Background: an optimization exercise with open tools, aiming at small area, a short achievable clock period and few clock cycles per item. Do not read the settings as production practice.
Function was checked by simulation only, so behaviour that the tests miss may differ from the original.

==> flow/design.v, too long to show whole: its modules and the start of the top module <==
// module fp_unpack: 18 lines
// module fp_half: 14 lines
// module fp_add: 137 lines
// module fp_mul: 72 lines
// module mul_csa_i: 3766 lines
// module mul_csa: 3619 lines
// module tap_mix: 134 lines
module tap_mix (
    input  wire        clk,
    input  wire        rst,
    input  wire        in_valid,
    output reg         in_ready,
    input  wire [31:0] a,
    input  wire [31:0] b,
    input  wire [31:0] frac,
    input  wire [31:0] x,
    input  wire [31:0] dw,
    output reg         out_valid,
    input  wire        out_ready,
    output reg  [31:0] y
);
  // ...
==> flow/flow/run.sh <==
#!/bin/bash
set -euo pipefail
bash standard.sh finish SETUP_SLACK_MARGIN=90.5 > make_finish.log 2>&1
==> flow/standard.sh <==
#!/bin/bash
# synth_recipe.tcl (not shown) runs the flow's synth.tcl, then flattens the netlist and writes it again
# the make line also repeats each setting of config.mk as NAME=value (left out here)
make -C /OpenROAD-flow-scripts/flow DESIGN_CONFIG=/design/flow/config.mk WORK_HOME=/design/flow/orfs CLKGATE_MAP_FILE= SYNTH_SCRIPT=/design/flow/synth_recipe.tcl "${@:-finish}"
==> flow/config.mk <==
export PLATFORM = sky130hd
export DESIGN_NAME = tap_mix
export DESIGN_NICKNAME = tap_mix
export VERILOG_FILES = /design/flow/design.v
export SDC_FILE = /design/flow/constraint.sdc
export NUM_CORES = 8
export LEC_CHECK = 0
export ABC_AREA = 1
export CAP_MARGIN = 20
export CORE_MARGIN = 2
export CORE_UTILIZATION = 40
export SLEW_MARGIN = 20
==> flow/constraint.sdc <==
create_clock -name core_clock -period 115.0 [get_ports {clk}]
set_input_delay 23.0000 -clock core_clock [delete_from_list [all_inputs] [get_ports {clk}]]
set_output_delay 23.0000 -clock core_clock [all_outputs]
set_load 0.01 [all_outputs]
==> run notes, run 1 <==
- Width of the die: 569 um
- Clk buf depth: 4
- CTS buffer count: 110
- Least-Margin Pin Slew: 1150 ps
- Top cells by count, synth: 4011 x nand2_1, 2663 x inv_1, 1423 x nand3_1, 1298 x o21ai_0, 1206 x xor2_1
- Inverters: 2815
- Dpl ws: 89850 ps
- Layout cell share with drive strength beyond 1: 4.64%
- CTS H-tree depth: 3
- Prevailing post-synth register cell: dfxtp_1
- F_max: 40.9 MHz
- Top Layer Used: met5
- Clkbuf count: 137
- Vias: 127000
- Hold path cells: 0
- Core Rows: 207
- Area grow syn2layout: 7.10%
- Seq_cells: 928
- Status: timing/DRC/antenna clean
- Fin crit period: 24430 ps
- GRT Total Usage: 27.1%
- Simple-gate share of the synthesized area: 25.4%
- Register area: 20800 um2
- HP Start: a2[18]
- Mux contribution to synthesized area: 0.211%
- Fin area: 137000 um2
- Compound-Gate Fraction of Synth Area: 17.0%
- Grt peak-use layer: met2
- Post-Place Cells: 22600
- TritonCTS Sinks: 928
- Ys async rst share: 0%
- Combinational family with the most area after synthesis: simple AND/OR/NAND/NOR gates
- CTS tree: yes
- First-pass GRT wire length: 702 mm
- # diodes: 2
- Final std cells w/o fill: 22800
- Worst Setup SP: in_ready
- Area of the multi-input gates: 92900 um2
- Unrepaired setup endpoints after global routing: no
- Final Worst Setup Slack: 90570 ps
- Setup crit end kind: primary output
Testbench counts, summed over its fixed seeds: cycles 12,048, items 12,000.
==> module tap_mix, before the edit <==
module tap_mix (
    input  wire        clk,
    input  wire        rst,
    input  wire        in_valid,
    output reg         in_ready,
    input  wire [31:0] a,
    input  wire [31:0] b,
    input  wire [31:0] frac,
    input  wire [31:0] x,
    input  wire [31:0] dw,
    output reg         out_valid,
    input  wire        out_ready,
    output reg  [31:0] y
);
    reg [31:0] a1, b1, f1, x1, d1;
    always @(posedge clk) begin
        a1 <= a; b1 <= b; f1 <= frac; x1 <= x; d1 <= dw;
    end
    wire [32:0] ua1, uf1, diff1, omd1;
    fp_unpack u_na (.a(a1), .u(ua1));
    fp_unpack u_nf (.a(f1), .u(uf1));
    fp_add #(.IU(0), .OF(1)) u_diff (
        .a({1'b0, b1}), .b({1'b0, ~a1[31], a1[30:0]}), .y(diff1),
        .fs(), .fe(), .fm(), .finc(), .fnan(), .finf(), .fzero());
    fp_add #(.IU(0), .OF(2), .ONE(1)) u_omdw (
        .a(33'd0), .b({1'b0, ~d1[31], d1[30:0]}), .y(omd1),
        .fs(), .fe(), .fm(), .finc(), .fnan(), .finf(), .fzero());
    reg [32:0] a2, f2, df2;
    reg [31:0] x2, d2, o2;
    always @(posedge clk) begin
        a2 <= ua1; f2 <= uf1; df2 <= diff1; x2 <= x1; d2 <= d1; o2 <= omd1[31:0];
    end
    wire [32:0] prod2, ws2, ux2, ud2;
    fp_mul #(.FA(0)) u_fmul (
        .ua(df2), .as(1'b0), .ae(10'd0), .am(24'd0), .ainc(1'b0), .anan(1'b0), .ainf(1'b0), .azero(1'b0),
        .b(f2), .y(prod2));
    wire        fz2 = (f2[31:23] == 9'h100);
    wire [32:0] p2  = fz2 ? {a2[32], 9'h100, 23'd0} : prod2;
    wire [31:0] hdw2;
    fp_half u_hdw (.a(d2), .y(hdw2));
    fp_add #(.IU(0), .OF(1)) u_ws (
        .a({1'b0, o2}), .b({1'b0, hdw2}), .y(ws2),
        .fs(), .fe(), .fm(), .finc(), .fnan(), .finf(), .fzero());
    fp_unpack u_nx (.a(x2), .u(ux2));
    fp_unpack u_nd (.a(d2), .u(ud2));
    reg [32:0] a3, p3, x3, d3, w3;
    always @(posedge clk) begin
        a3 <= a2; p3 <= p2; x3 <= ux2; d3 <= ud2; w3 <= ws2;
    end
    wire [32:0] t3, dry3;
    fp_add #(.IU(1), .OF(1)) u_interp (
        .a(a3), .b(p3), .y(t3),
        .fs(), .fe(), .fm(), .finc(), .fnan(), .finf(), .fzero());
    fp_mul #(.FA(0)) u_dry (
        .ua(x3), .as(1'b0), .ae(10'd0), .am(24'd0), .ainc(1'b0), .anan(1'b0), .ainf(1'b0), .azero(1'b0),
        .b(w3), .y(dry3));
    reg [32:0] t4, d4, r4;
    always @(posedge clk) begin
        t4 <= t3; d4 <= d3; r4 <= dry3;
    end
    wire [32:0] wet4;
    fp_mul #(.FA(0)) u_wet (
        .ua(t4), .as(1'b0), .ae(10'd0), .am(24'd0), .ainc(1'b0), .anan(1'b0), .ainf(1'b0), .azero(1'b0),
        .b(d4), .y(wet4));
    reg [32:0] w5, r5;
    always @(posedge clk) begin
        w5 <= wet4; r5 <= r4;
    end
    wire [32:0] mix;
    fp_add #(.IU(1), .OF(2)) u_mix (
        .a(r5), .b(w5), .y(mix),
        .fs(), .fe(), .fm(), .finc(), .fnan(), .finf(), .fzero());
    reg  v1, v2, v3, v4, v5;
    wire take = in_valid & in_ready;
    always @(posedge clk) begin
        if (rst) begin
            v1 <= 1'b0; v2 <= 1'b0; v3 <= 1'b0; v4 <= 1'b0; v5 <= 1'b0;
        end else begin
            v1 <= take; v2 <= v1; v3 <= v2; v4 <= v3; v5 <= v4;
        end
    end
    reg [31:0] q0, q1, q2, q3, q4, q5;
    reg [2:0]  rp, wp;
    reg [2:0]  qn;           
    reg [2:0]  n;            
    wire yfree  = ~out_valid | out_ready;
    wire qe     = (qn == 3'd0);
    reg [31:0] qh;
    always @* begin
        case (rp)
            3'd0: qh = q0;
            3'd1: qh = q1;
            3'd2: qh = q2;
            3'd3: qh = q3;
            3'd4: qh = q4;
            default: qh = q5;
        endcase
    end
    always @(posedge clk) begin
        if (yfree)
            y <= qe ? mix[31:0] : qh;
        if (v5 & (wp == 3'd0)) q0 <= mix[31:0];
        if (v5 & (wp == 3'd1)) q1 <= mix[31:0];
        if (v5 & (wp == 3'd2)) q2 <= mix[31:0];
        if (v5 & (wp == 3'd3)) q3 <= mix[31:0];
        if (v5 & (wp == 3'd4)) q4 <= mix[31:0];
        if (v5 & (wp == 3'd5)) q5 <= mix[31:0];
    end
    wire       ov0   = ~qe | v5;                             
    wire [2:0] rp1   = (rp == 3'd5) ? 3'd0 : rp + 3'd1;
    wire [2:0] wp1   = (wp == 3'd5) ? 3'd0 : wp + 3'd1;
    wire       fq0   = ~out_valid & ~qe;
    wire       tq0   = v5 & ~(~out_valid & qe);
    wire [2:0] qn0   = qn + {2'd0, tq0} - {2'd0, fq0};
    wire [2:0] n0    = n + {2'd0, take};
    wire       tq1   = v5 & ~qe;
    wire [2:0] qn1   = qn + {2'd0, tq1} - {2'd0, ~qe};
    wire [2:0] n1    = n + {2'd0, take} - {2'd0, out_valid};
    always @(posedge clk) begin
        if (rst) begin
            out_valid <= 1'b0;
            rp <= 3'd0; wp <= 3'd0; qn <= 3'd0;
            n <= 3'd0;
            in_ready <= 1'b1;
        end else begin
            out_valid <= out_ready ? ov0 : (out_valid | ov0);
            rp <= out_ready ? (qe ? rp : rp1) : (fq0 ? rp1 : rp);
            wp <= out_ready ? (tq1 ? wp1 : wp) : (tq0 ? wp1 : wp);
            qn <= out_ready ? qn1 : qn0;
            n  <= out_ready ? n1 : n0;
            in_ready <= out_ready ? (n1 != 3'd7) : (n0 != 3'd7);
        end
    end
endmodule
==> inputs of run 2 (changes only) <==
--- a/flow/design.v
+++ b/flow/design.v
@@ -167,6 +167,69 @@
         end
     endgenerate
 endmodule
+module fp_wscale (
+    input  wire [31:0] dw,
+    output wire [31:0] ws
+);
+    wire        s  = dw[31];
+    wire [7:0]  E  = dw[30:23];
+    wire [22:0] F  = dw[22:0];
+    wire        ez = (E == 8'd0);
+    wire [23:0] M  = {~ez, F};
+    wire [7:0]  Eb = {E[7:1], E[0] | ez};
+    wire        e127 = (Eb == 8'd127);
+    wire        e151 = (Eb == 8'd151);
+    wire [4:0]  kk   = 8'd151 - Eb;                   
+    wire [24:0] Kh   = 25'd1 << kk;
+    wire [24:0] K    = ~e151 ? Kh :
+                       (~s & (M == 24'h800000)) ? 25'd1 :
+                       M[0] ? 25'd2 : 25'd0;
+    wire        ng   = ~s & e127;
+    wire [25:0] opa  = ng ? {1'b1, 1'b1, ~M} : {2'b00, M};
+    wire [25:0] opb  = s ? {1'b0, K} : ng ? {1'b0, K} : ~{1'b0, K};
+    wire [25:0] v    = opa + opb + {25'd0, ~s};
+    wire [24:0] av   = v[24:0];
+    reg  [4:0]  lz;
+    integer i;
+    always @* begin
+        lz = 5'd0;
+        for (i = 0; i <= 23; i = i + 1)
+            if (av[i]) lz = 5'd23 - i[4:0];
+    end
+    wire [23:0] gl   = av[23:0] << lz;
+    wire        gbig = av[24];
+    wire [23:0] gm   = gbig ? av[24:1] : gl;
+    wire        ginc = gbig & av[0] & av[1];
+    wire [7:0]  gep  = gbig ? Eb : Eb - 8'd1 - {3'd0, lz};
+    wire [30:0] gpk  = {gep - 8'd1, 23'd0} + {7'd0, gm} + {30'd0, ginc};
+    wire        gzero = (av == 25'd0);
+    wire        gsgn = ~s & ~e127;
+    wire [31:0] gres = gzero ? 32'd0 :
+                       (dw == 32'hCAFFFFFF) ? 32'h4A800000 :
+                       {gsgn, gpk};
+    wire [7:0]  fsh8 = 8'd126 - Eb;
+    wire [4:0]  fsh  = (fsh8 > 8'd28) ? 5'd28 : fsh8[4:0];
+    wire [27:0] xw   = {M, 4'b0000};
+    wire [27:0] X2   = xw >> fsh;
+    wire        st   = |(xw & ~(28'hfffffff << fsh));
+    wire [23:0] q    = s ? {1'b0, X2[27:5]} : X2[27:4];
+    wire [4:0]  rem  = s ? X2[4:0] : {X2[3:0], 1'b0};
+    wire        up   = rem[4] & ((|rem[3:0]) | st | q[0]);
+    wire [24:0] Dq   = {1'b0, q} + {24'd0, up};
+    wire [31:0] T    = {3'd0, X2, st};
+    wire [31:0] Ds   = s ? {Dq, 7'd0} : {1'b0, Dq, 6'd0};
+    wire [31:0] Z    = 32'h40000000 + (s ? Ds : ~Ds) + (s ? ~T : T) + 32'd1;
+    wire [24:0] zq   = s ? Z[31:7] : Z[30:6];
+    wire [6:0]  zr   = s ? Z[6:0] : {Z[5:0], 1'b0};
+    wire        zu   = zr[6] & ((|zr[5:0]) | zq[0]);
+    wire [24:0] fm   = zq + {24'd0, zu};
+    wire [7:0]  fep  = (s ? 8'd126 : 8'd125) + {6'd0, fm[24:23]};
+    wire [31:0] fres = {1'b0, fep, fm[22:0]};
+    assign ws = (&E) ? 32'h7FC00000 :
+                (Eb >= 8'd152) ? {~s, E - 8'd1, F} :
+                (Eb >= 8'd127) ? gres :
+                fres;
+endmodule
 module fp_mul #(
     parameter FA = 1
 ) (
@@ -7642,71 +7705,63 @@
     always @(posedge clk) begin
         a1 <= a; b1 <= b; f1 <= frac; x1 <= x; d1 <= dw;
     end
-    wire [32:0] ua1, uf1, diff1, omd1;
+    wire [32:0] ua1, uf1, ux1, ud1;
     fp_unpack u_na (.a(a1), .u(ua1));
     fp_unpack u_nf (.a(f1), .u(uf1));
-    fp_add #(.IU(0), .OF(1)) u_diff (
-        .a({1'b0, b1}), .b({1'b0, ~a1[31], a1[30:0]}), .y(diff1),
-        .fs(), .fe(), .fm(), .finc(), .fnan(), .finf(), .fzero());
-    fp_add #(.IU(0), .OF(2), .ONE(1)) u_omdw (
-        .a(33'd0), .b({1'b0, ~d1[31], d1[30:0]}), .y(omd1),
-        .fs(), .fe(), .fm(), .finc(), .fnan(), .finf(), .fzero());
-    reg [32:0] a2, f2, df2;
-    reg [31:0] x2, d2, o2;
-    always @(posedge clk) begin
-        a2 <= ua1; f2 <= uf1; df2 <= diff1; x2 <= x1; d2 <= d1; o2 <= omd1[31:0];
-    end
-    wire [32:0] prod2, ws2, ux2, ud2;
-    fp_mul #(.FA(0)) u_fmul (
-        .ua(df2), .as(1'b0), .ae(10'd0), .am(24'd0), .ainc(1'b0), .anan(1'b0), .ainf(1'b0), .azero(1'b0),
-        .b(f2), .y(prod2));
-    wire        fz2 = (f2[31:23] == 9'h100);
-    wire [32:0] p2  = fz2 ? {a2[32], 9'h100, 23'd0} : prod2;
-    wire [31:0] hdw2;
-    fp_half u_hdw (.a(d2), .y(hdw2));
-    fp_add #(.IU(0), .OF(1)) u_ws (
-        .a({1'b0, o2}), .b({1'b0, hdw2}), .y(ws2),
-        .fs(), .fe(), .fm(), .finc(), .fnan(), .finf(), .fzero());
-    fp_unpack u_nx (.a(x2), .u(ux2));
-    fp_unpack u_nd (.a(d2), .u(ud2));
-    reg [32:0] a3, p3, x3, d3, w3;
-    always @(posedge clk) begin
-        a3 <= a2; p3 <= p2; x3 <= ux2; d3 <= ud2; w3 <= ws2;
-    end
-    wire [32:0] t3, dry3;
-    fp_add #(.IU(1), .OF(1)) u_interp (
-        .a(a3), .b(p3), .y(t3),
-        .fs(), .fe(), .fm(), .finc(), .fnan(), .finf(), .fzero());
+    fp_unpack u_nx (.a(x1), .u(ux1));
+    fp_unpack u_nd (.a(d1), .u(ud1));
+    wire        ds, dinc, dnan, dinf, dzero;
+    wire [9:0]  de;
+    wire [23:0] dm;
+    fp_add #(.IU(0), .OF(0)) u_diff (
+        .a({1'b0, b1}), .b({1'b0, ~a1[31], a1[30:0]}), .y(),
+        .fs(ds), .fe(de), .fm(dm), .finc(dinc), .fnan(dnan), .finf(dinf), .fzero(dzero));
+    wire [32:0] prod;
+    fp_mul #(.FA(1)) u_fmul (
+        .ua(33'd0), .as(ds), .ae(de), .am(dm), .ainc(dinc), .anan(dnan), .ainf(dinf), .azero(dzero),
+        .b(uf1), .y(prod));
+    wire        fz1 = (f1[30:0] == 31'd0);
+    wire [32:0] p1  = fz1 ? {a1[31], 9'h100, 23'd0} : prod;
+    wire [31:0] ws1;
+    fp_wscale u_ws (.dw(d1), .ws(ws1));
+    wire [32:0] uw1 = (ws1[30:23] == 8'd0) ? {ws1[31], 9'h100, 23'd0} : {ws1[31], 1'b0, ws1[30:0]};
+    wire [32:0] dry1;
     fp_mul #(.FA(0)) u_dry (
-        .ua(x3), .as(1'b0), .ae(10'd0), .am(24'd0), .ainc(1'b0), .anan(1'b0), .ainf(1'b0), .azero(1'b0),
-        .b(w3), .y(dry3));
-    reg [32:0] t4, d4, r4;
+        .ua(uw1), .as(1'b0), .ae(10'd0), .am(24'd0), .ainc(1'b0), .anan(1'b0), .ainf(1'b0), .azero(1'b0),
+        .b(ux1), .y(dry1));
+    reg [32:0] a2, p2, d2, r2;
     always @(posedge clk) begin
-        t4 <= t3; d4 <= d3; r4 <= dry3;
+        a2 <= ua1; p2 <= p1; d2 <= ud1; r2 <= dry1;
     end
-    wire [32:0] wet4;
-    fp_mul #(.FA(0)) u_wet (
-        .ua(t4), .as(1'b0), .ae(10'd0), .am(24'd0), .ainc(1'b0), .anan(1'b0), .ainf(1'b0), .azero(1'b0),
-        .b(d4), .y(wet4));
-    reg [32:0] w5, r5;
+    wire        ts, tinc, tnan, tinf, tzero;
+    wire [9:0]  te;
+    wire [23:0] tm;
+    fp_add #(.IU(1), .OF(0)) u_interp (
+        .a(a2), .b(p2), .y(),
+        .fs(ts), .fe(te), .fm(tm), .finc(tinc), .fnan(tnan), .finf(tinf), .fzero(tzero));
+    wire [32:0] wet2;
+    fp_mul #(.FA(1)) u_wet (
+        .ua(33'd0), .as(ts), .ae(te), .am(tm), .ainc(tinc), .anan(tnan), .ainf(tinf), .azero(tzero),
+        .b(d2), .y(wet2));
+    reg [32:0] w3, r3;
     always @(posedge clk) begin
-        w5 <= wet4; r5 <= r4;
+        w3 <= wet2; r3 <= r2;
     end
     wire [32:0] mix;
     fp_add #(.IU(1), .OF(2)) u_mix (
-        .a(r5), .b(w5), .y(mix),
+        .a(r3), .b(w3), .y(mix),
         .fs(), .fe(), .fm(), .finc(), .fnan(), .finf(), .fzero());
-    reg  v1, v2, v3, v4, v5;
+    reg  v1, v2, v3;
     wire take = in_valid & in_ready;
     always @(posedge clk) begin
         if (rst) begin
-            v1 <= 1'b0; v2 <= 1'b0; v3 <= 1'b0; v4 <= 1'b0; v5 <= 1'b0;
+            v1 <= 1'b0; v2 <= 1'b0; v3 <= 1'b0;
         end else begin
-            v1 <= take; v2 <= v1; v3 <= v2; v4 <= v3; v5 <= v4;
+            v1 <= take; v2 <= v1; v3 <= v2;
         end
     end
-    reg [31:0] q0, q1, q2, q3, q4, q5;
-    reg [2:0]  rp, wp;
+    reg [31:0] q0, q1, q2, q3;
+    reg [1:0]  rp, wp;
     reg [2:0]  qn;           
     reg [2:0]  n;            
     wire yfree  = ~out_valid | out_ready;
@@ -7714,47 +7769,41 @@
     reg [31:0] qh;
     always @* begin
         case (rp)
-            3'd0: qh = q0;
-            3'd1: qh = q1;
-            3'd2: qh = q2;
-            3'd3: qh = q3;
-            3'd4: qh = q4;
-            default: qh = q5;
+            2'd0: qh = q0;
+            2'd1: qh = q1;
+            2'd2: qh = q2;
+            default: qh = q3;
         endcase
     end
     always @(posedge clk) begin
         if (yfree)
             y <= qe ? mix[31:0] : qh;
-        if (v5 & (wp == 3'd0)) q0 <= mix[31:0];
-        if (v5 & (wp == 3'd1)) q1 <= mix[31:0];
-        if (v5 & (wp == 3'd2)) q2 <= mix[31:0];
-        if (v5 & (wp == 3'd3)) q3 <= mix[31:0];
-        if (v5 & (wp == 3'd4)) q4 <= mix[31:0];
-        if (v5 & (wp == 3'd5)) q5 <= mix[31:0];
+        if (v3 & (wp == 2'd0)) q0 <= mix[31:0];
+        if (v3 & (wp == 2'd1)) q1 <= mix[31:0];
+        if (v3 & (wp == 2'd2)) q2 <= mix[31:0];
+        if (v3 & (wp == 2'd3)) q3 <= mix[31:0];
     end
-    wire       ov0   = ~qe | v5;                             
-    wire [2:0] rp1   = (rp == 3'd5) ? 3'd0 : rp + 3'd1;
-    wire [2:0] wp1   = (wp == 3'd5) ? 3'd0 : wp + 3'd1;
+    wire       ov0   = ~qe | v3;                             
     wire       fq0   = ~out_valid & ~qe;
-    wire       tq0   = v5 & ~(~out_valid & qe);
+    wire       tq0   = v3 & ~(~out_valid & qe);
     wire [2:0] qn0   = qn + {2'd0, tq0} - {2'd0, fq0};
     wire [2:0] n0    = n + {2'd0, take};
-    wire       tq1   = v5 & ~qe;
+    wire       tq1   = v3 & ~qe;
     wire [2:0] qn1   = qn + {2'd0, tq1} - {2'd0, ~qe};
     wire [2:0] n1    = n + {2'd0, take} - {2'd0, out_valid};
     always @(posedge clk) begin
         if (rst) begin
             out_valid <= 1'b0;
-            rp <= 3'd0; wp <= 3'd0; qn <= 3'd0;
+            rp <= 2'd0; wp <= 2'd0; qn <= 3'd0;
             n <= 3'd0;
             in_ready <= 1'b1;
         end else begin
             out_valid <= out_ready ? ov0 : (out_valid | ov0);
-            rp <= out_ready ? (qe ? rp : rp1) : (fq0 ? rp1 : rp);
-            wp <= out_ready ? (tq1 ? wp1 : wp) : (tq0 ? wp1 : wp);
+            rp <= out_ready ? (qe ? rp : rp + 2'd1) : (fq0 ? rp + 2'd1 : rp);
+            wp <= out_ready ? (tq1 ? wp + 2'd1 : wp) : (tq0 ? wp + 2'd1 : wp);
             qn <= out_ready ? qn1 : qn0;
             n  <= out_ready ? n1 : n0;
-            in_ready <= out_ready ? (n1 != 3'd7) : (n0 != 3'd7);
+            in_ready <= out_ready ? (n1 < 3'd5) : (n0 < 3'd5);
         end
     end
 endmodule
==> flow/flow/run.sh (replaced) <==
#!/bin/bash
set -euo pipefail
bash standard.sh finish SETUP_SLACK_MARGIN=90 > make_finish.log 2>&1
==> run 2 against run 1 <==
Net effect: now fails the layout checks on max-capacitance violations, max-slew violations; area after synthesis shrank 12%; non-clock buffer count grew 200; count of clock-buffer cells in the layout shrank 56; register-to-register slack lost 4100 ps; final area shrank 8.7%; hold slack lost 3.9 ps; global-route usage grew 3.1 points; wire length shrank 0.18%; utilization grew 1.6 points; flip-flop and latch count shrank 395; cell count shrank 8.9%; critical path type unchanged; critical endpoint is now out_valid; highest routed layer unchanged.
==> run notes, run 2 <==
- Status: complete, but fails checks (was timing/DRC/antenna clean)
- Layout violations: max-capacitance violations, max-slew violations
- Placed cell area: 118000 um2 (was 133000 um2)
- Top cells by count, synth: 3508 x nand2_1, 2674 x inv_1, 1202 x o21ai_0, 1183 x xor2_1, 1142 x nand3_1 (was 4011 x nand2_1, 2663 x inv_1, 1423 x nand3_1, 1298 x o21ai_0, 1206 x xor2_1)
- 1st-pass router iterations: 9 (unchanged)
- Setup crit end kind: primary output (unchanged)
- Hold path cells: 0 (unchanged)
- Gr ovfl total: 0 (unchanged)
- Unrepaired setup endpoints after global routing: no (unchanged)
- Most frequent cell after synthesis: nand2_1 (unchanged)
- WHS: 316 ps (was 320 ps)
- Reg-to-Reg Start: b1[2] (was f2[5])
- R2r worst-path depth: 139 (was 81)
- Prevailing post-synth register cell: dfxtp_1 (unchanged)
- DRC Markers: 0 (unchanged)
- CTS buffer count: 71 (was 110)
- Met1 usage: 41.7% (was 37.8%)
- Port Buf Inserts: 197 (unchanged)
- Avg Cell Area, Syn: 6.61 um2 (was 6.79 um2)
- Critical path class: register to primary output (unchanged)
- Clock Latency Late Sink: 810 ps (was 890 ps)
- F_max: 40.4 MHz (was 40.9 MHz)
- GP Congestion: 1.01 (was 0.989)
- Sequential fraction of the synthesis area: 10.9% (was 16.3%)
- HP Start: r2[18] (was a2[18])
- CTS H-tree depth: 3 (unchanged)
- Yosys top cell by area: fa_1 (unchanged)
- Most frequent cells in the layout: 3459 x nand2_1, 2633 x inv_1, 1154 x xor2_1 (was 4010 x nand2_1, 2663 x inv_1, 1423 x nand3_1)
- Core area: 280000 um2 (was 318000 um2)
- Syn Nets: 18800 (was 20600)
- Ys async rst share: 0% (unchanged)
- Final core occ: 44.7% (was 43.1%)
- Nets: 18800 (was 20300)
- Crit path required time: 92000 ps (about the same)
- Vias in the first global route: 111000 (was 120000)
- Vias/cell: 5.68 (was 5.57)
- Vias: 118000 (was 127000)
- Slew Viols, Final: 7 (was 0)
- WP depth: 1 (unchanged)
- Core Rows: 194 (was 207)
- Fin crit period: 24750 ps (was 24430 ps)
- Final worst path period share: 21.5% (was 21.2%)
- Clk slew on worst S/H paths: 60 ps (about the same)
- Crit path buf inv count: 1 (unchanged)
- Biggest fanout along the worst timing path: 5 (was 2)
- Final Hold Vio Count: 0 (unchanged)
- Least-Margin Pin Slew: 1520 ps (was 1150 ps)
- Largest net degree at the start of global routing: 104 (was 101)
- Max cap viols: 1 (was 0)
- Post-Place Cells: 20400 (was 22600)
- Netlist cell types: 91 (was 104)
- TritonCTS Sinks: 533 (was 928)
- Synth Register Bits: 533 (was 928)
- Commonest non-fill, non-tap cell in the layout: nand2_1 (unchanged)
- Cell chain of the critical path: clkdlybuf4s50_1 (was clkdlybuf4s15_2)
- CTS tree: yes (unchanged)
- Final Worst Setup Slack: 90250 ps (was 90570 ps)
- Top cell family by delay on the critical path: buffers and inverters (was flip-flops)
- Crit path max-delay cell type: clkdlybuf4s50_1 (was dfxtp_1)
- RR Endpoint: p2[18] (was p3[0])
- Setup TNS: 0 ps (unchanged)
- Worst Clk Skew: 80.5 ps (was 45.2 ps)
- Area grow syn2layout: 10.9% (was 7.10%)
- Largest cells by area after synthesis: fa_1 15%, nand2_1 12%, xor2_1 9.2% (was fa_1 12%, nand2_1 12%, dfxtp_1 11%)
- Synth top area share: 14.6% (was 12.1%)
- Width of the die: 535 um (was 569 um)
- CP arrival: 1750 ps (was 1430 ps)
- Max incr delay on CP: 570 ps (was 330 ps)
- DIE AREA: 286000 um2 (was 324000 um2)
- Final std cells w/o fill: 20800 (was 22800)
- M3 GR Usage: 5.71% (was 4.53%)
- Worst Hold Endpoint: r3[18] (was a3[18])
- Io pins: 198 (unchanged)
- Routed WL: 452 mm (was 453 mm)
- GRT Total Usage: 30.2% (was 27.1%)
- Clk buf depth: 4 (unchanged)
- Slew margin rel.: -1.93% (was 22.7%)
- CP startpoint kind: register (unchanged)
- Height of the chip: 535 um (was 569 um)
- YS warnings: 6 (unchanged)
- Synthesized cell area: 113000 um2 (was 128000 um2)
- Post-DP HPWL: 349 mm (was 353 mm)
- CTS root buffer: clkbuf_16 (unchanged)
- M2 GR Usage: 46.2% (was 42.4%)
- Post-synth EDFFs: 160 (was 224)
- Remaining antenna violation count after routing: 0 (unchanged)
- Fin area: 125000 um2 (was 137000 um2)
- Layout cell share with drive strength beyond 1: 7.38% (was 4.64%)
- R2R setup slack: 91470 ps (was 95610 ps)
- Initial antenna violation count: 29 (was 5)
- WL/cell: 21.7 um (was 19.8 um)
- Initial DRC count: 13400 (was 12700)
- Final setup viols: 0 (unchanged)
- Grt peak-use layer: met2 (unchanged)
- First-pass GRT wire length: 675 mm (was 702 mm)
- Initial Util: 40.2% (about the same)
- HP Class: register to register (unchanged)
- Dpl ws: 84880 ps (was 89850 ps)
- Gate Count Post-Synth: 17000 (was 18800)
-- run 2: cells by family after synthesis --
kind of cell,count (synthesis),synth area share [%]
AO/OA/AOI/OAI,3421,17.6
XOR/XNOR,1357,10.6
adder cells (fa/ha/maj),1642,23.7
buffers and inverters,3539,12.1
flip-flops,533,10.9
multiplexers,34,0.302
AND/OR/NAND/NOR,6517,24.8
-- run 2: worst register-to-register path: cells and delay by family (launching register included) --
kind / cells / cell delay (ps)
simple gates: 61 / 7820
flops: 1 / 360
fa+ha+maj: 13 / 4380
xor+xnor: 5 / 1130
compound gates: 38 / 6910
buf+inv: 22 / 2800
-- run 2: how the worst max path moves through the flow --
stage | startpoint | end | slack [ps]
4_1_cts | d1[23] | r2[7] | 90020
3_3_place_gp | a1[28] | p2[11] | 85170
5_1_grt | b1[2] | p2[18] | 89850
3_5_place_dp | b1[2] | p2[21] | 84880
2_1_floorplan | out_ready | rp[0] | 90360
6_report | out_valid | out_valid | 90250
-- run 2: timing repair --
item                       4_1_cts  5_1_grt
buffers inserted                37      133
pin swaps                       13      113
hold buffers                     0        0
setup endpoints to repair       96       96
cloned                          16       33
resized for setup              182      486
-- run 2: final cells by class --
cell class	count	area, um2
Antenna cell	12	30.0
Clock buffer	81	1910
Clock inverter	42	442
Fill cell	29500	155000
Inverter	2761	10600
Multi-Input combinational cell	13000	89200
Sequential cell	533	12300
Tap cell	3724	4660
Timing Repair Buffer	629	5760
Timing Repair inverter	12	70.1
-- run 2: layer usage --
metal	wire length [um]	part of all wire [%]
met1	195000	43
met4	21500	4.8
met2	192000	43
met5	219	0.048
met3	43000	9.5
Testbench counts of run 2, summed over its fixed seeds: cycles 12,032, items 12,000.
==> inputs of run 3 (changes only) <==
==> flow/flow/run.sh (replaced) <==
#!/bin/bash
set -euo pipefail
bash standard.sh finish SETUP_SLACK_MARGIN=89.5 SKIP_GATE_CLONING=1 \
    'BUFFER_PORTS_ARGS=-buffer_cell sky130_fd_sc_hd__buf_2' > log_finish.txt 2>&1
--- a/flow/config.mk
+++ b/flow/config.mk
@@ -8,5 +8,5 @@
 export ABC_AREA = 1
 export CAP_MARGIN = 20
 export CORE_MARGIN = 2
-export CORE_UTILIZATION = 40
+export CORE_UTILIZATION = 55
 export SLEW_MARGIN = 20
==> run 3 against run 2 <==
Net effect: now clean on timing, DRC and antenna; final area is 3.9% lower; critical path depth unchanged; fmax up 1.4%; hold slack worse by 53 ps; global-route usage grew 9.1 points; flip-flop and latch count unchanged; largest cell class unchanged.
==> run notes, run 3 <==
- CTS H-tree depth: 2 (was 3)
- WHS: 263 ps (was 316 ps)
- Mux contribution to synthesized area: 0.302% (unchanged)
- Max incr delay on CP: 460 ps (was 570 ps)
- Final Hold Vio Count: 0 (unchanged)
- DRC Markers: 0 (unchanged)
- Most frequent cell after synthesis: nand2_1 (unchanged)
- R2r worst-path depth: 129 (was 139)
- CTS buffer count: 61 (was 71)
- Initial DRC count: 13300 (was 13400)
- Top cell family by delay on the critical path: flip-flops (was buffers and inverters)
- WL/cell: 21.7 um (about the same)
- Top Layer Used: met5 (unchanged)
- Critical path class: register to primary output (unchanged)
- Height of the chip: 457 um (was 535 um)
- Post-Route M1 WL: 167 mm (was 195 mm)
- Post-Place Cells: 19400 (was 20400)
- Crit path required time: 92000 ps (about the same)
- Core Rows: 166 (was 194)
- Xor-xnor portion of the synthesized cell area: 10.6% (unchanged)
- Final std cells w/o fill: 19600 (was 20800)
- Placed cell area: 116000 um2 (was 118000 um2)
- WP depth: 1 (unchanged)
- Yosys top cell by area: fa_1 (unchanged)
- DIE AREA: 208000 um2 (was 286000 um2)
- Clock Latency Late Sink: 770 ps (was 810 ps)
- Largest net degree at the start of global routing: 105 (was 104)
- Top cells by count, synth: 3508 x nand2_1, 2674 x inv_1, 1202 x o21ai_0, 1183 x xor2_1, 1142 x nand3_1 (unchanged)
- Initial Util: 55.2% (was 40.2%)
- Gate Count Post-Synth: 17000 (unchanged)
- Vias in the first global route: 111000 (about the same)
- Met2 wire len: 189 mm (was 192 mm)
- HP Start: r2[5] (was r2[18])
- Met3 wire length: 41.1 mm (was 43.0 mm)
- HP Class: register to register (unchanged)
- Prevailing post-synth register cell: dfxtp_1 (unchanged)
- Final worst path period share: 21.2% (was 21.5%)
- Clk slew on worst S/H paths: 70 ps (was 60 ps)
- Status: timing/DRC/antenna clean (was complete, but fails checks)
- YS warnings: 6 (unchanged)
- Least-Margin Pin Slew: 1220 ps (was 1520 ps)
- CP startpoint kind: register (unchanged)
- Reg-to-Reg Start: a1[0] (was b1[2])
- Most frequent cells in the layout: 3476 x nand2_1, 2652 x inv_1, 1162 x xor2_1 (was 3459 x nand2_1, 2633 x inv_1, 1154 x xor2_1)
- Compound-Gate Fraction of Synth Area: 17.6% (unchanged)
- Vias: 118000 (about the same)
- 1st-pass router iterations: 7 (was 9)
- Area grow syn2layout: 6.66% (was 10.9%)
- CP arrival: 1410 ps (was 1750 ps)
- Combinational family with the most area after synthesis: simple AND/OR/NAND/NOR gates (unchanged)
- Layout cell share with drive strength beyond 1: 6.78% (was 7.38%)
- Core area: 204000 um2 (was 280000 um2)
- Largest cells by area after synthesis: fa_1 15%, nand2_1 12%, xor2_1 9.2% (unchanged)
- Vias/cell: 6.00 (was 5.68)
- Slew margin rel.: 18.0% (was -1.93%)
- GRT Total Usage: 39.3% (was 30.2%)
- Nets: 18700 (was 18800)
- Post-DP HPWL: 330 mm (was 349 mm)
- Simple-gate share of the synthesized area: 24.8% (unchanged)
- Fin crit period: 24410 ps (was 24750 ps)
- Crit path buf inv count: 1 (unchanged)
- Syn Nets: 18800 (unchanged)
- Hold path cells: 0 (unchanged)
- Fillers: 20600 (was 29500)
- Initial antenna violation count: 12 (was 29)
- Cell chain of the critical path: buf_2 (was clkdlybuf4s50_1)
- Post-synth EDFFs: 160 (unchanged)
- Setup TNS: 0 ps (unchanged)
- Unrepaired setup endpoints after global routing: no (unchanged)
- Gr ovfl total: 0 (unchanged)
- First-pass GRT wire length: 648 mm (was 675 mm)
- Port Buf Inserts: 197 (unchanged)
- Crit path max-delay cell type: edfxtp_1 (was clkdlybuf4s50_1)
- Synth Register Bits: 533 (unchanged)
- Slew Viols, Final: 0 (was 7)
- CTS tree: yes (unchanged)
- F_max: 41.0 MHz (was 40.4 MHz)
- Final setup viols: 0 (unchanged)
- Fin area: 120000 um2 (was 125000 um2)
- Routed WL: 426 mm (was 452 mm)
- CTS root buffer: clkbuf_16 (unchanged)
- Setup crit end kind: primary output (unchanged)
- Worst Setup SP: y[22] (was out_valid)
- Io pins: 198 (unchanged)
- Avg Cell Area, Syn: 6.61 um2 (unchanged)
- Remaining antenna violation count after routing: 0 (unchanged)
- Synth top area share: 14.6% (unchanged)
- Synth Area in Adders: 23.7% (unchanged)
- Post-CTS Hold Buffers: 0 (unchanged)
- TritonCTS Sinks: 533 (unchanged)
- Worst Clk Skew: 74.1 ps (was 80.5 ps)
- Max cap viols: 0 (was 1)
- Ys async rst share: 0% (unchanged)
- Synthesized cell area: 113000 um2 (unchanged)
- Width of the die: 457 um (was 535 um)
- Netlist cell types: 91 (unchanged)
- Biggest fanout along the worst timing path: 1 (was 5)
- Clk buf depth: 3 (was 4)
- Commonest non-fill, non-tap cell in the layout: nand2_1 (unchanged)
- Sequential fraction of the synthesis area: 10.9% (unchanged)
- GP Congestion: 1.06 (was 1.01)
run 3: cell types whose count changed in the layout (fill, tap and decap cells not counted), sizes merged:
cell / previous run / this run
nand2: 3588 / 3575
clkbuf: 94 / 88
clkdlybuf4s50: 197 / 0
diode: 12 / 4
bufinv: 6 / 4
nor2: 1168 / 1165
buf: 419 / 532
dlymetal6s2s: 0 / 1
inv: 2726 / 2727
nand3: 1170 / 1162
clkinv: 44 / 41
clkinvlp: 39 / 22
run 3: cells by family after synthesis:
group           Yosys count
simple gates           6517
buf+inv                3539
compound gates         3421
fa+ha+maj              1642
xor+xnor               1357
flops                   533
mux                      34
run 3: metrics by stage:
stage | utilization [%] | worst slack (ps)
finish | 58.8 | 90590
global route | 58.8 | 89410
CTS | 58.0 | 89530
detailed placement | 56.7 | 86030
global placement | 56.7 | 86580
floorplan | - | 90360
run 3: timing repair:
item	in CTS	in global routing
setup endpoints to repair	96	96
setup buffers	15	88
resized for setup	83	275
pin swaps	2	37
run 3: final timing paths:
path / to / slack [ps]
min: r3[5] / 260
max: y[22] / 90590
min reg2reg: r3[5] / 260
max reg2reg: p2[26] / 91220
run 3: cell type report:
cell class	count	area [um2]	area share, %
repair buffers	539	3780	3.15
multi-input cells	13000	88100	73.3
flip-flops and latches	533	12300	10.2
clock buffers	82	1730	1.44
inverters	2761	10500	8.74
diodes	4	10.0	0.00833
clock inverters	33	415	0.346
well taps	2688	3360	2.80
run 3: layer usage:
layer | track usage [%] | up-vias
li1 | - | 55600
met1 | 49.6 | 54400
met2 | 63.1 | 6196
met3 | 7.11 | 1403
met4 | 22.4 | 2
met5 | 0 | -
==> inputs of run 4 (changes only) <==
==> flow/flow/run.sh (replaced) <==
#!/bin/bash
set -euo pipefail
LIB=$FLOW_HOME/platforms/sky130hd/lib/sky130_fd_sc_hd__tt_025C_1v80.lib
YOSYS=$FLOW_HOME/../tools/install/yosys/bin/yosys
R=orfs/results/sky130hd/tap_mix/base

bash standard.sh synth > log_1_synth.txt 2>&1
cp $R/1_2_yosys.v synth_standard.v

python3 flow/invopt.py synth_standard.v resynth_in.v > log_2_invopt.txt 2>&1
python3 flow/libfunc.py $LIB resynth_cells.v sky130_fd_sc_hd__fa_1 sky130_fd_sc_hd__conb_1 > log_3_libfunc.txt 2>&1
printf 'set_driving_cell sky130_fd_sc_hd__buf_1\nset_load 5\n' > abc.constr
sed -e "s#@LIB@#$LIB#g" -e "s#@TOP@#$FLOW_TOP#g" flow/resynth.ys > resynth.ys
$YOSYS -s resynth.ys > log_4_resynth.txt 2>&1
cp resynth_out.v $R/1_2_yosys.v

bash standard.sh finish SETUP_SLACK_MARGIN=89.5 SKIP_GATE_CLONING=1 RECOVER_POWER=100 \
    'BUFFER_PORTS_ARGS=-buffer_cell sky130_fd_sc_hd__buf_2' > log_5_finish.txt 2>&1
==> flow/flow/abc_resynth.script (new file) <==
strash
dch
map -B 0.9
topo
stime -c
buffer -c
upsize -c
dnsize -c
==> flow/flow/invopt.py (new file) <==
#!/usr/bin/env python3
"""Remove inverters around full adders in a flat Yosys netlist of sky130hd cells.

A full adder is self-dual: FA(~a, ~b, ~c) = (~sum, ~cout).  Each full adder may
be flipped (its input nets replaced by their complements and its outputs read
as complements); a greedy search picks the flips that need the fewest
inverters, then every inverter is rebuilt: one inv_1 per signal that some
consumer needs inverted.

usage: invopt.py IN.v OUT.v
"""
import re
import sys
from collections import defaultdict

OUTPINS = {"X", "Y", "Q", "Q_N", "SUM", "COUT", "HI", "LO"}
INV_RE = re.compile(r"sky130_fd_sc_hd__(clk)?inv_\d+$")
FA = "sky130_fd_sc_hd__fa_1"

src = open(sys.argv[1]).read()
m = re.search(r"\bmodule\s+(\S+)\s*\((.*?)\);", src, re.S)
body_start = m.end()
end = src.rindex("endmodule")
body = src[body_start:end]

cell_re = re.compile(r"^\s*(sky130_fd_sc_hd__\w+)\s+(\S+)\s*\((.*?)\);", re.S | re.M)
pin_re = re.compile(r"\.(\w+)\(\s*([^()]*?)\s*\)")
decls = []
cells = []
pos = 0
for cm in cell_re.finditer(body):
    decls.append(body[pos:cm.start()])
    pos = cm.end()
    typ, name, pins = cm.group(1), cm.group(2), cm.group(3)
    cells.append([typ, name, dict(pin_re.findall(pins))])
tail = body[pos:]
pre = "".join(decls)

# ports
ports_out = set()
ports_in = set()
for d in re.finditer(r"^\s*(input|output)\s+(\[\d+:\d+\]\s+)?(\S+);", pre, re.M):
    kind, rng, nm = d.group(1), d.group(2), d.group(3)
    bits = [nm]
    if rng:
        hi, lo = map(int, re.findall(r"\d+", rng))
        bits = [f"{nm}[{i}]" for i in range(lo, hi + 1)]
    (ports_out if kind == "output" else ports_in).update(bits)

driver = {}
loads = defaultdict(list)
for ci, (typ, name, pins) in enumerate(cells):
    for p, n in pins.items():
        if not n:
            continue
        if p in OUTPINS:
            driver[n] = (ci, p)
        else:
            loads[n].append((ci, p))

is_inv = [bool(INV_RE.match(c[0])) for c in cells]


def base_of(net):
    """(base net, parity) following inverters back to a non-inverter driver."""
    par = 0
    while net in driver and is_inv[driver[net][0]]:
        ci = driver[net][0]
        net = cells[ci][2]["A"]
        par ^= 1
    return net, par


# consumers of each base signal: (kind, ref, parity)
#  kind 'pin': (cell index, pin) of a non-inverter cell; kind 'port': output port name
cons = defaultdict(list)
for ci, (typ, name, pins) in enumerate(cells):
    if is_inv[ci]:
        continue
    for p, n in pins.items():
        if p in OUTPINS or not n or n.startswith("1'"):
            continue
        b, par = base_of(n)
        cons[b].append(("pin", (ci, p), par))
for po in ports_out:
    b, par = base_of(po)
    cons[b].append(("port", po, par))

fa_cells = [ci for ci, c in enumerate(cells) if c[0] == FA]
flip = defaultdict(int)
# which FA drives a base signal
drv_fa = {}
for ci in fa_cells:
    for p in ("SUM", "COUT"):
        n = cells[ci][2].get(p)
        if n:
            drv_fa[n] = ci
# signals touched by an FA
fa_sig = defaultdict(set)
for b, lst in cons.items():
    for kind, ref, par in lst:
        if kind == "pin" and cells[ref[0]][0] == FA:
            fa_sig[ref[0]].add(b)
for n, ci in drv_fa.items():
    fa_sig[ci].add(n)


def eff(b, kind, ref, par):
    e = par
    if kind == "pin" and cells[ref[0]][0] == FA:
        e ^= flip[ref[0]]
    if b in drv_fa:
        e ^= flip[drv_fa[b]]
    return e


def cost(b):
    return 1 if any(eff(b, k, r, p) for k, r, p in cons[b]) else 0


before = sum(cost(b) for b in cons)
improved = True
rounds = 0
while improved and rounds < 50:
    improved = False
    rounds += 1
    for ci in fa_cells:
        sigs = fa_sig[ci]
        c0 = sum(cost(b) for b in sigs)
        flip[ci] ^= 1
        c1 = sum(cost(b) for b in sigs)
        if c1 < c0:
            improved = True
        else:
            flip[ci] ^= 1
after = sum(cost(b) for b in cons)
nflip = sum(flip[ci] for ci in fa_cells)
old_inv = sum(is_inv)
sys.stderr.write(f"inverters: {old_inv} in netlist, {before} needed as is, {after} after flipping {nflip} full adders\n")

# rebuild
newcells = []
inv_net = {}
extra_wires = []
cnt = [0]
for ci, c in enumerate(cells):
    if not is_inv[ci]:
        newcells.append([c[0], c[1], dict(c[2])])
idx = {}
for k, c in enumerate(newcells):
    idx[c[1]] = k
port_inv = {}
for b, lst in cons.items():
    neg = [(k, r) for k, r, p in lst if eff(b, k, r, p)]
    pos = [(k, r) for k, r, p in lst if not eff(b, k, r, p)]
    if not neg:
        # positive consumers connect to b
        for k, r in pos:
            if k == "pin":
                ci, p = r
                newcells[idx[cells[ci][1]]][2][p] = b
        continue
    # one inverter: output net is a port name if a negative consumer is a port
    pnames = [r for k, r in neg if k == "port"]
    if pnames:
        out = pnames[0]
    else:
        cnt[0] += 1
        out = f"_invopt{cnt[0]}_"
        extra_wires.append(out)
    newcells.append(["sky130_fd_sc_hd__inv_1", f"_invopt_c{cnt[0]}_{len(newcells)}", {"A": b, "Y": out}])
    for k, r in neg:
        if k == "pin":
            ci, p = r
            newcells[idx[cells[ci][1]]][2][p] = out
        elif r != out:
            # another port wants the same inverted signal
            newcells.append(["sky130_fd_sc_hd__buf_1", f"_invopt_b{len(newcells)}", {"A": out, "X": r}])
    for k, r in pos:
        if k == "pin":
            ci, p = r
            newcells[idx[cells[ci][1]]][2][p] = b
        elif r != b:
            newcells.append(["sky130_fd_sc_hd__buf_1", f"_invopt_b{len(newcells)}", {"A": b, "X": r}])
# flipped FAs: outputs are complements, inputs already rewired via eff(); nothing else to do

out = [src[:body_start]]
out.append(pre)
for w in extra_wires:
    out.append(f"  wire {w};\n")
for typ, name, pins in newcells:
    pl = ",\n".join(f"    .{p}({n}{' ' if n.startswith(chr(92)) else ''})" for p, n in pins.items())
    out.append(f"  {typ} {name} (\n{pl}\n  );\n")
out.append(tail)
out.append(src[end:])
open(sys.argv[2], "w").write("".join(out))
==> flow/flow/libfunc.py (new file) <==
#!/usr/bin/env python3
"""Write Verilog models of the combinational cells of a Liberty file (from
their 'function' attributes), except the cells named on the command line.
usage: libfunc.py LIB OUT.v [keep-cell ...]"""
import re, sys
lib, outp, keep = sys.argv[1], sys.argv[2], set(sys.argv[3:])
s = open(lib).read()
parts = re.split(r'\n\s*cell\s*\(\s*"?([\w]+)"?\s*\)\s*\{', s)
out = []
for i in range(1, len(parts), 2):
    name, body = parts[i], parts[i + 1]
    if name in keep or re.search(r'\n\s*(ff|latch|statetable)\s*\(', body):
        continue
    pins = re.findall(r'\n\s*pin\s*\(\s*"?(\w+)"?\s*\)\s*\{(.*?)\n\s*\}', body, re.S)
    ins, outs = [], []
    for pn, pb in pins:
        d = re.search(r'direction\s*:\s*"?(\w+)"?', pb)
        if not d: continue
        if d.group(1) == 'input': ins.append(pn)
        elif d.group(1) == 'output':
            f = re.search(r'function\s*:\s*"([^"]*)"', pb)
            if f: outs.append((pn, f.group(1)))
    if not outs: continue
    def conv(f):
        f = f.replace('!', '~').replace('*', '&').replace('+', '|')
        f = re.sub(r'(?<=[\w)])\s+(?=[\w(~])', ' & ', f)   # implicit AND
        return f
    ports = ins + [o for o, _ in outs]
    out.append(f"module {name} ({', '.join(ports)});")
    for p in ins: out.append(f"  input {p};")
    for o, f in outs: out.append(f"  output {o};\n  assign {o} = {conv(f)};")
    out.append("endmodule")
open(outp, 'w').write('\n'.join(out) + '\n')
==> flow/flow/resynth.ys (new file) <==
# Re-map the combinational logic of the standard synthesis.  The
# flip-flops and full adders stay the cells the standard synthesis chose
# (with their names); every other cell is read back as its logic function
# (resynth_cells.v) and mapped again by ABC with flow/abc_resynth.script.
read_liberty -lib @LIB@
read_verilog -overwrite resynth_cells.v
read_verilog resynth_in.v
hierarchy -top @TOP@
flatten
opt_clean -purge
techmap
opt -fast
abc -script flow/abc_resynth.script -liberty @LIB@ -dont_use sky130_fd_sc_hd__probe_p_8 -dont_use sky130_fd_sc_hd__probec_p_8 -dont_use sky130_fd_sc_hd__lpflow_bleeder_1 -dont_use sky130_fd_sc_hd__lpflow_clkbufkapwr_1 -dont_use sky130_fd_sc_hd__lpflow_clkbufkapwr_16 -dont_use sky130_fd_sc_hd__lpflow_clkbufkapwr_2 -dont_use sky130_fd_sc_hd__lpflow_clkbufkapwr_4 -dont_use sky130_fd_sc_hd__lpflow_clkbufkapwr_8 -dont_use sky130_fd_sc_hd__lpflow_clkinvkapwr_1 -dont_use sky130_fd_sc_hd__lpflow_clkinvkapwr_16 -dont_use sky130_fd_sc_hd__lpflow_clkinvkapwr_2 -dont_use sky130_fd_sc_hd__lpflow_clkinvkapwr_4 -dont_use sky130_fd_sc_hd__lpflow_clkinvkapwr_8 -dont_use sky130_fd_sc_hd__lpflow_decapkapwr_12 -dont_use sky130_fd_sc_hd__lpflow_decapkapwr_3 -dont_use sky130_fd_sc_hd__lpflow_decapkapwr_4 -dont_use sky130_fd_sc_hd__lpflow_decapkapwr_6 -dont_use sky130_fd_sc_hd__lpflow_decapkapwr_8 -dont_use sky130_fd_sc_hd__lpflow_inputiso0n_1 -dont_use sky130_fd_sc_hd__lpflow_inputiso0p_1 -dont_use sky130_fd_sc_hd__lpflow_inputiso1n_1 -dont_use sky130_fd_sc_hd__lpflow_inputiso1p_1 -dont_use sky130_fd_sc_hd__lpflow_inputisolatch_1 -dont_use sky130_fd_sc_hd__lpflow_isobufsrc_1 -dont_use sky130_fd_sc_hd__lpflow_isobufsrc_16 -dont_use sky130_fd_sc_hd__lpflow_isobufsrc_2 -dont_use sky130_fd_sc_hd__lpflow_isobufsrc_4 -dont_use sky130_fd_sc_hd__lpflow_isobufsrc_8 -dont_use sky130_fd_sc_hd__lpflow_isobufsrckapwr_16 -dont_use sky130_fd_sc_hd__lpflow_lsbuf_lh_hl_isowell_tap_1 -dont_use sky130_fd_sc_hd__lpflow_lsbuf_lh_hl_isowell_tap_2 -dont_use sky130_fd_sc_hd__lpflow_lsbuf_lh_hl_isowell_tap_4 -dont_use sky130_fd_sc_hd__lpflow_lsbuf_lh_isowell_4 -dont_use sky130_fd_sc_hd__lpflow_lsbuf_lh_isowell_tap_1 -dont_use sky130_fd_sc_hd__lpflow_lsbuf_lh_isowell_tap_2 -dont_use sky130_fd_sc_hd__lpflow_lsbuf_lh_isowell_tap_4 -dont_use sky130_fd_sc_hd__fill_1 -dont_use sky130_fd_sc_hd__fill_2 -dont_use sky130_fd_sc_hd__fill_4 -dont_use sky130_fd_sc_hd__fill_8  -constr abc.constr
opt_clean -purge
hierarchy -top @TOP@
read_liberty -lib -overwrite @LIB@
hilomap -singleton -hicell sky130_fd_sc_hd__conb_1 HI -locell sky130_fd_sc_hd__conb_1 LO
splitnets
opt_clean -purge
insbuf -buf sky130_fd_sc_hd__buf_4 A X
check -assert
stat -liberty @LIB@
write_verilog -noattr -nohex -nodec resynth_out.v
--- a/flow/config.mk
+++ b/flow/config.mk
@@ -8,5 +8,5 @@
 export ABC_AREA = 1
 export CAP_MARGIN = 20
 export CORE_MARGIN = 2
-export CORE_UTILIZATION = 55
+export CORE_UTILIZATION = 65
 export SLEW_MARGIN = 20
==> run 4 against run 3 <==
Net effect: now fails the layout checks on max-capacitance violations, max-slew violations; count of clock-buffer cells in the layout down 11; via count is 0.74% higher; global-route usage is 3.8 points higher; clock skew grew 61 ps; flip-flop and latch count did not move; first-iteration DRC count grew 21%; wire length fell by 8.9%; sequential share of layout area up 0.62 points; final area is 5.8% lower; critical path depth grew 126; highest routed layer unchanged; synthesized cell count up 1.6%.
==> run notes, run 4 <==
- Crit-path most repeated cell: nand2_1
- DRC Markers: 0 (unchanged)
- Area grow syn2layout: 2.00% (was 6.66%)
- Biggest fanout along the worst timing path: 117 (was 1)
- Io pins: 198 (unchanged)
- Met1 usage: 57.6% (was 49.6%)
- CP arrival: 31950 ps (was 1410 ps)
- Remaining antenna violation count after routing: 0 (unchanged)
- Height of the chip: 417 um (was 457 um)
- Post-DP HPWL: 300 mm (was 330 mm)
- Fin area: 113000 um2 (was 120000 um2)
- Grt peak-use layer: met2 (unchanged)
- GP Congestion: 1.08 (was 1.06)
- Vias/cell: 6.14 (was 6.00)
- Port Buf Inserts: 197 (unchanged)
- HP Start: r2[5] (unchanged)
- YS warnings: 6 (unchanged)
- Clk buf depth: 3 (unchanged)
- Critical path class: register to register (was register to primary output)
- Avg Cell Area, Syn: 6.41 um2 (was 6.61 um2)
- M3 GR Usage: 11.6% (was 7.11%)
- Initial antenna violation count: 7 (was 12)
- WL/cell: 20.1 um (was 21.7 um)
- Unrepaired setup endpoints after global routing: no (unchanged)
- Layout violations: max-capacitance violations, max-slew violations
- R2r worst-path depth: 127 (was 129)
- Final Hold Vio Count: 0 (unchanged)
- Final setup viols: 0 (unchanged)
- Status: complete, but fails checks (was timing/DRC/antenna clean)
- HP Class: register to register (unchanged)
- Core Rows: 151 (was 166)
- Gr ovfl total: 0 (unchanged)
- Syn Nets: 18300 (was 18800)
- Commonest non-fill, non-tap cell in the layout: nand2_1 (unchanged)
- Final worst path period share: 27.5% (was 21.2%)
- Placed cell area: 112000 um2 (was 116000 um2)
- Vias: 118000 (about the same)
- Synthesized cell area: 111000 um2 (was 113000 um2)
- Setup crit end kind: register (was primary output)
- Setup TNS: 0 ps (unchanged)
- Crit path required time: 115380 ps (was 92000 ps)
- Largest net degree at the start of global routing: 118 (was 105)
- Reg-to-Reg Start: a1[22] (was a1[0])
- Max cap viols: 15 (was 0)
- Nets: 18000 (was 18700)
- Slew margin rel.: -127% (was 18.0%)
- Most frequent cells in the layout: 4113 x nand2_1, 2342 x inv_1, 1618 x nor2_1 (was 3476 x nand2_1, 2652 x inv_1, 1162 x xor2_1)
- Max incr delay on CP: 2370 ps (was 460 ps)
- Clock Latency Late Sink: 790 ps (was 770 ps)
- Fin crit period: 31570 ps (was 24410 ps)
- Width of the die: 417 um (was 457 um)
- Post-CTS Hold Buffers: 0 (unchanged)
- CTS H-tree depth: 2 (unchanged)
- DIE AREA: 174000 um2 (was 208000 um2)
- CTS buffer count: 57 (was 61)
- GRT Total Usage: 43.0% (was 39.3%)
- TritonCTS Sinks: 533 (unchanged)
- CTS root buffer: clkbuf_16 (unchanged)
- R2R setup slack: 83430 ps (was 91220 ps)
- Worst Setup SP: a1[22] (was y[22])
- Slew Viols, Final: 623 (was 0)
- Initial DRC count: 16200 (was 13300)
- Hold path cells: 0 (unchanged)
- CP startpoint kind: register (unchanged)
- Vias in the first global route: 109000 (was 111000)
- Worst Clk Skew: 136 ps (was 74.1 ps)
- CTS tree: yes (unchanged)
- F_max: 31.7 MHz (was 41.0 MHz)
- Routed WL: 388 mm (was 426 mm)
- 1st-pass router iterations: 10 (was 7)
- Least-Margin Pin Slew: 3410 ps (was 1220 ps)
- Worst Hold Endpoint: r3[5] (unchanged)
- Initial Util: 65.5% (was 55.2%)
- PostCTS Resize Cnt: 0 (was 83)
- Post-CTS Setup Bufs: 0 (was 15)
- Layout cell share with drive strength beyond 1: 9.48% (was 6.78%)
- Crit path max-delay cell type: nand2_1 (was edfxtp_1)
- First-pass GRT wire length: 600 mm (was 648 mm)
- Gate Count Post-Synth: 17300 (was 17000)
- RR Endpoint: p2[8] (was p2[26])
- Clk slew on worst S/H paths: 60 ps (was 70 ps)
- M2 GR Usage: 63.3% (was 63.1%)
- Core area: 169000 um2 (was 204000 um2)
[run 4: metal layers]
metal,vias to the layer above,routed length (um)
li1,55600,-
met3,1688,52400
met4,4,25200
met1,53500,152000
met2,7689,158000
met5,-,24
[run 4: critical path, delay by kind of cell, from the launching register on]
family          cells  cell delay [ps]
compound gates     11             3180
flops               1              570
xor+xnor            2              330
buf+inv            16             6410
simple gates       93            18320
fa+ha+maj           5             2280
[run 4: how the worst max path moves through the flow]
stage | endpoint | depth (start not counted)
2_1_floorplan | wp[1] | 8
3_3_place_gp | wp[1] | 9
3_5_place_dp | wp[1] | 9
4_1_cts | out_valid | 1
5_1_grt | p2[8] | 128
6_report | p2[8] | 127
[run 4: cell type report]
type / count / area, um2
fillers: 16200 / 56300
repair buffers: 379 / 2260
diodes: 1 / 2.50
clock inverters: 34 / 427
multi-input cells: 13500 / 84100
flip-flops and latches: 533 / 12300
well taps: 2218 / 2780
clock buffers: 71 / 1560
inverters: 2575 / 9750
[run 4: metrics by stage]
| stage | setup slack, ps | util, % | hold WS, ps | cells |
|---|---|---|---|---|
| 6_report | 83430 | 66.8 | 202 | 19300 |
| 4_1_cts | 90700 | 67.2 | 190 | 19300 |
| 3_5_place_dp | 90620 | 66.0 | 312 | 19200 |
| 2_1_floorplan | 90160 | - | 310 | 17300 |
| 3_3_place_gp | 90640 | 66.0 | 312 | 19200 |
| 5_1_grt | 80770 | 66.8 | 207 | 19300 |
==> inputs of run 5 (changes only) <==
--- a/flow/flow/run.sh
+++ b/flow/flow/run.sh
@@ -14,5 +14,5 @@
 $YOSYS -s resynth.ys > log_4_resynth.txt 2>&1
 cp resynth_out.v $R/1_2_yosys.v
 
-bash standard.sh finish SETUP_SLACK_MARGIN=89.5 SKIP_GATE_CLONING=1 RECOVER_POWER=100 \
+bash standard.sh finish SETUP_SLACK_MARGIN=89.5 SKIP_GATE_CLONING=1 \
     'BUFFER_PORTS_ARGS=-buffer_cell sky130_fd_sc_hd__buf_2' > log_5_finish.txt 2>&1
==> run 5 against run 4 <==
Net effect: the run now finishes clean; die area did not move; wire length barely moved; flip-flop and latch count stayed put; hold slack improved by 3.0 ps; critical path type is now register to primary output; largest cell class unchanged.
==> run notes, run 5 <==
- Post-Place Cells: 19200 (unchanged)
- Max incr delay on CP: 390 ps (was 2370 ps)
- Core area: 169000 um2 (unchanged)
- # diodes: 0 (was 1)
- Max cap viols: 0 (was 15)
- Post-CTS Hold Buffers: 0 (unchanged)
- YS warnings: 6 (unchanged)
- Syn Nets: 18300 (unchanged)
- Port Buf Inserts: 197 (unchanged)
- Post-CTS Setup Bufs: 0 (unchanged)
- Final Worst Setup Slack: 90740 ps (was 83430 ps)
- Layout cell share with drive strength beyond 1: 10.5% (was 9.48%)
- Commonest non-fill, non-tap cell in the layout: nand2_1 (unchanged)
- Most frequent cells in the layout: 4059 x nand2_1, 2335 x inv_1, 1599 x nor2_1 (was 4113 x nand2_1, 2342 x inv_1, 1618 x nor2_1)
- Final setup viols: 0 (unchanged)
- Clk buf depth: 3 (unchanged)
- Cell chain of the critical path: buf_2
- Area of the multi-input gates: 84700 um2 (was 84100 um2)
- Clock Latency Late Sink: 780 ps (was 790 ps)
- Gate Count Post-Synth: 17300 (unchanged)
- Top cell family by delay on the critical path: flip-flops (was simple AND/OR/NAND/NOR gates)
- Avg Cell Area, Syn: 6.41 um2 (unchanged)
- Crit path max-delay cell type: edfxtp_1 (was nand2_1)
- Width of the die: 417 um (unchanged)
- 1st-pass router iterations: 15 (was 10)
- Final worst path period share: 21.1% (was 27.5%)
- CTS root buffer: clkbuf_16 (unchanged)
- Slew Viols, Final: 0 (was 623)
- DRC Markers: 0 (unchanged)
- HP Class: register to register (unchanged)
- Initial Util: 65.5% (unchanged)
- F_max: 41.2 MHz (was 31.7 MHz)
- Vias in the first global route: 109000 (unchanged)
- Dpl ws: 90620 ps (unchanged)
- Status: timing/DRC/antenna clean (was complete, but fails checks)
- WHS: 205 ps (was 202 ps)
- Final std cells w/o fill: 19300 (about the same)
- GRT Total Usage: 43.0% (unchanged)
- Setup crit end kind: primary output (was register)
- Register area: 12300 um2 (unchanged)
- Initial antenna violation count: 7 (unchanged)
- Final Hold Vio Count: 0 (unchanged)
- Post-DP HPWL: 300 mm (unchanged)
- R2r worst-path depth: 143 (was 127)
- PostCTS Resize Cnt: 0 (unchanged)
- Largest net degree at the start of global routing: 118 (unchanged)
- Setup TNS: 0 ps (unchanged)
- GP Congestion: 1.08 (unchanged)
- WL/cell: 20.1 um (about the same)
- Crit path buf inv count: 1 (was 16)
- Biggest fanout along the worst timing path: 1 (was 117)
- DIE AREA: 174000 um2 (unchanged)
- Hold path cells: 0 (unchanged)
- Area grow syn2layout: 2.57% (was 2.00%)
- Gr ovfl total: 0 (unchanged)
- First-pass GRT wire length: 600 mm (unchanged)
- Vias: 118000 (about the same)
- Nets: 18000 (unchanged)
- Crit path required time: 92000 ps (was 115380 ps)
- Core Rows: 151 (unchanged)
- HP Start: r2[5] (unchanged)
- Clk slew on worst S/H paths: 60 ps (about the same)
- CP startpoint kind: register (unchanged)
- CTS H-tree depth: 2 (unchanged)
- Unrepaired setup endpoints after global routing: no (unchanged)
- Least-Margin Pin Slew: 1210 ps (was 3410 ps)
- Slew margin rel.: 18.8% (was -127%)
- Routed WL: 388 mm (about the same)
- Worst Clk Skew: 132 ps (was 136 ps)
- CP arrival: 1260 ps (was 31950 ps)
- CTS tree: yes (unchanged)
- Initial DRC count: 16200 (about the same)
- Reg-to-Reg Start: d1[24] (was a1[22])
- CTS buffer count: 57 (unchanged)
- Critical path class: register to primary output (was register to register)
- RR Endpoint: r2[16] (was p2[8])
- Fin crit period: 24260 ps (was 31570 ps)
- Io pins: 198 (unchanged)
- TritonCTS Sinks: 533 (unchanged)
- Synthesized cell area: 111000 um2 (unchanged)
- Height of the chip: 417 um (unchanged)
- Worst Hold Endpoint: r3[5] (unchanged)
- R2R setup slack: 91770 ps (was 83430 ps)
- Final core occ: 67.2% (was 66.8%)
- Fillers: 16100 (was 16200)
- Vias/cell: 6.14 (about the same)
- Remaining antenna violation count after routing: 0 (unchanged)
[run 5: routing by layer]
layer / GRT usage [%] / vias to the layer above / part of all wire (%)
met5: 0 / - / 0.0064
met4: 22.5 / 4 / 6.5
met3: 11.6 / 1675 / 13
met2: 63.3 / 7569 / 41
met1: 57.6 / 53600 / 39
li1: - / 55500 / -
[run 5: worst max-delay path by stage]
stage	startpoint	end	slack (ps)	cells after the start
after global placement	out_ready	wp[1]	90640	9
after CTS	out_valid	out_valid	90700	1
after global routing	d1[24]	r2[3]	89950	144
after floorplan	out_ready	wp[1]	90160	8
after detailed placement	out_ready	wp[1]	90620	9
final	y[28]	y[28]	90740	1
[run 5: final cells by class]
| class | count | area share (%) |
|---|---|---|
| flip-flops and latches | 533 | 10.8 |
| inverters | 2575 | 8.57 |
| clock inverters | 34 | 0.375 |
| repair buffers | 379 | 2.07 |
| well taps | 2218 | 2.44 |
| clock buffers | 71 | 1.37 |
| multi-input cells | 13500 | 74.4 |
[run 5: through the flow]
step	instance area, um2
2_1_floorplan	111000
3_3_place_gp	112000
3_5_place_dp	112000
4_1_cts	114000
5_1_grt	114000
6_report	114000

re-timing with driven ports:
In the flow no input, the clock included, has a driving cell. The finished layouts below were timed again as built, in two steps. Step 1 assumes that a clkbuf_16 drives the clock port and a buf_2 every other input. Step 2 adds t to the input delays and takes it off the output delays; t is the mean of the earliest and latest rising clock arrival at the registers after step 1. Input paths then give back, and output paths get back, about the clock's delay inside the block. a / b / c = ideal / step 1 / step 2; a / b = the first two.
run | t, ns | setup slack, ns | worst setup path after step 2
run 1 | 0.955 | 90.570 / 90.470 / 89.902 | input to register
run 2 | 0.866 | 90.248 / 90.147 / 89.918 | input to register
run 3 | 0.831 | 90.595 / 90.495 / 90.223 | input to register
run 4 | 0.808 | 83.432 / 83.432 / 83.432 | register to register
run 5 | 0.803 | 90.742 / 90.653 / 90.589 | input to register
For run 1, which loses most, drivers alone change the setup slack by -0.100 ns; drivers and shift together by -0.668 ns.
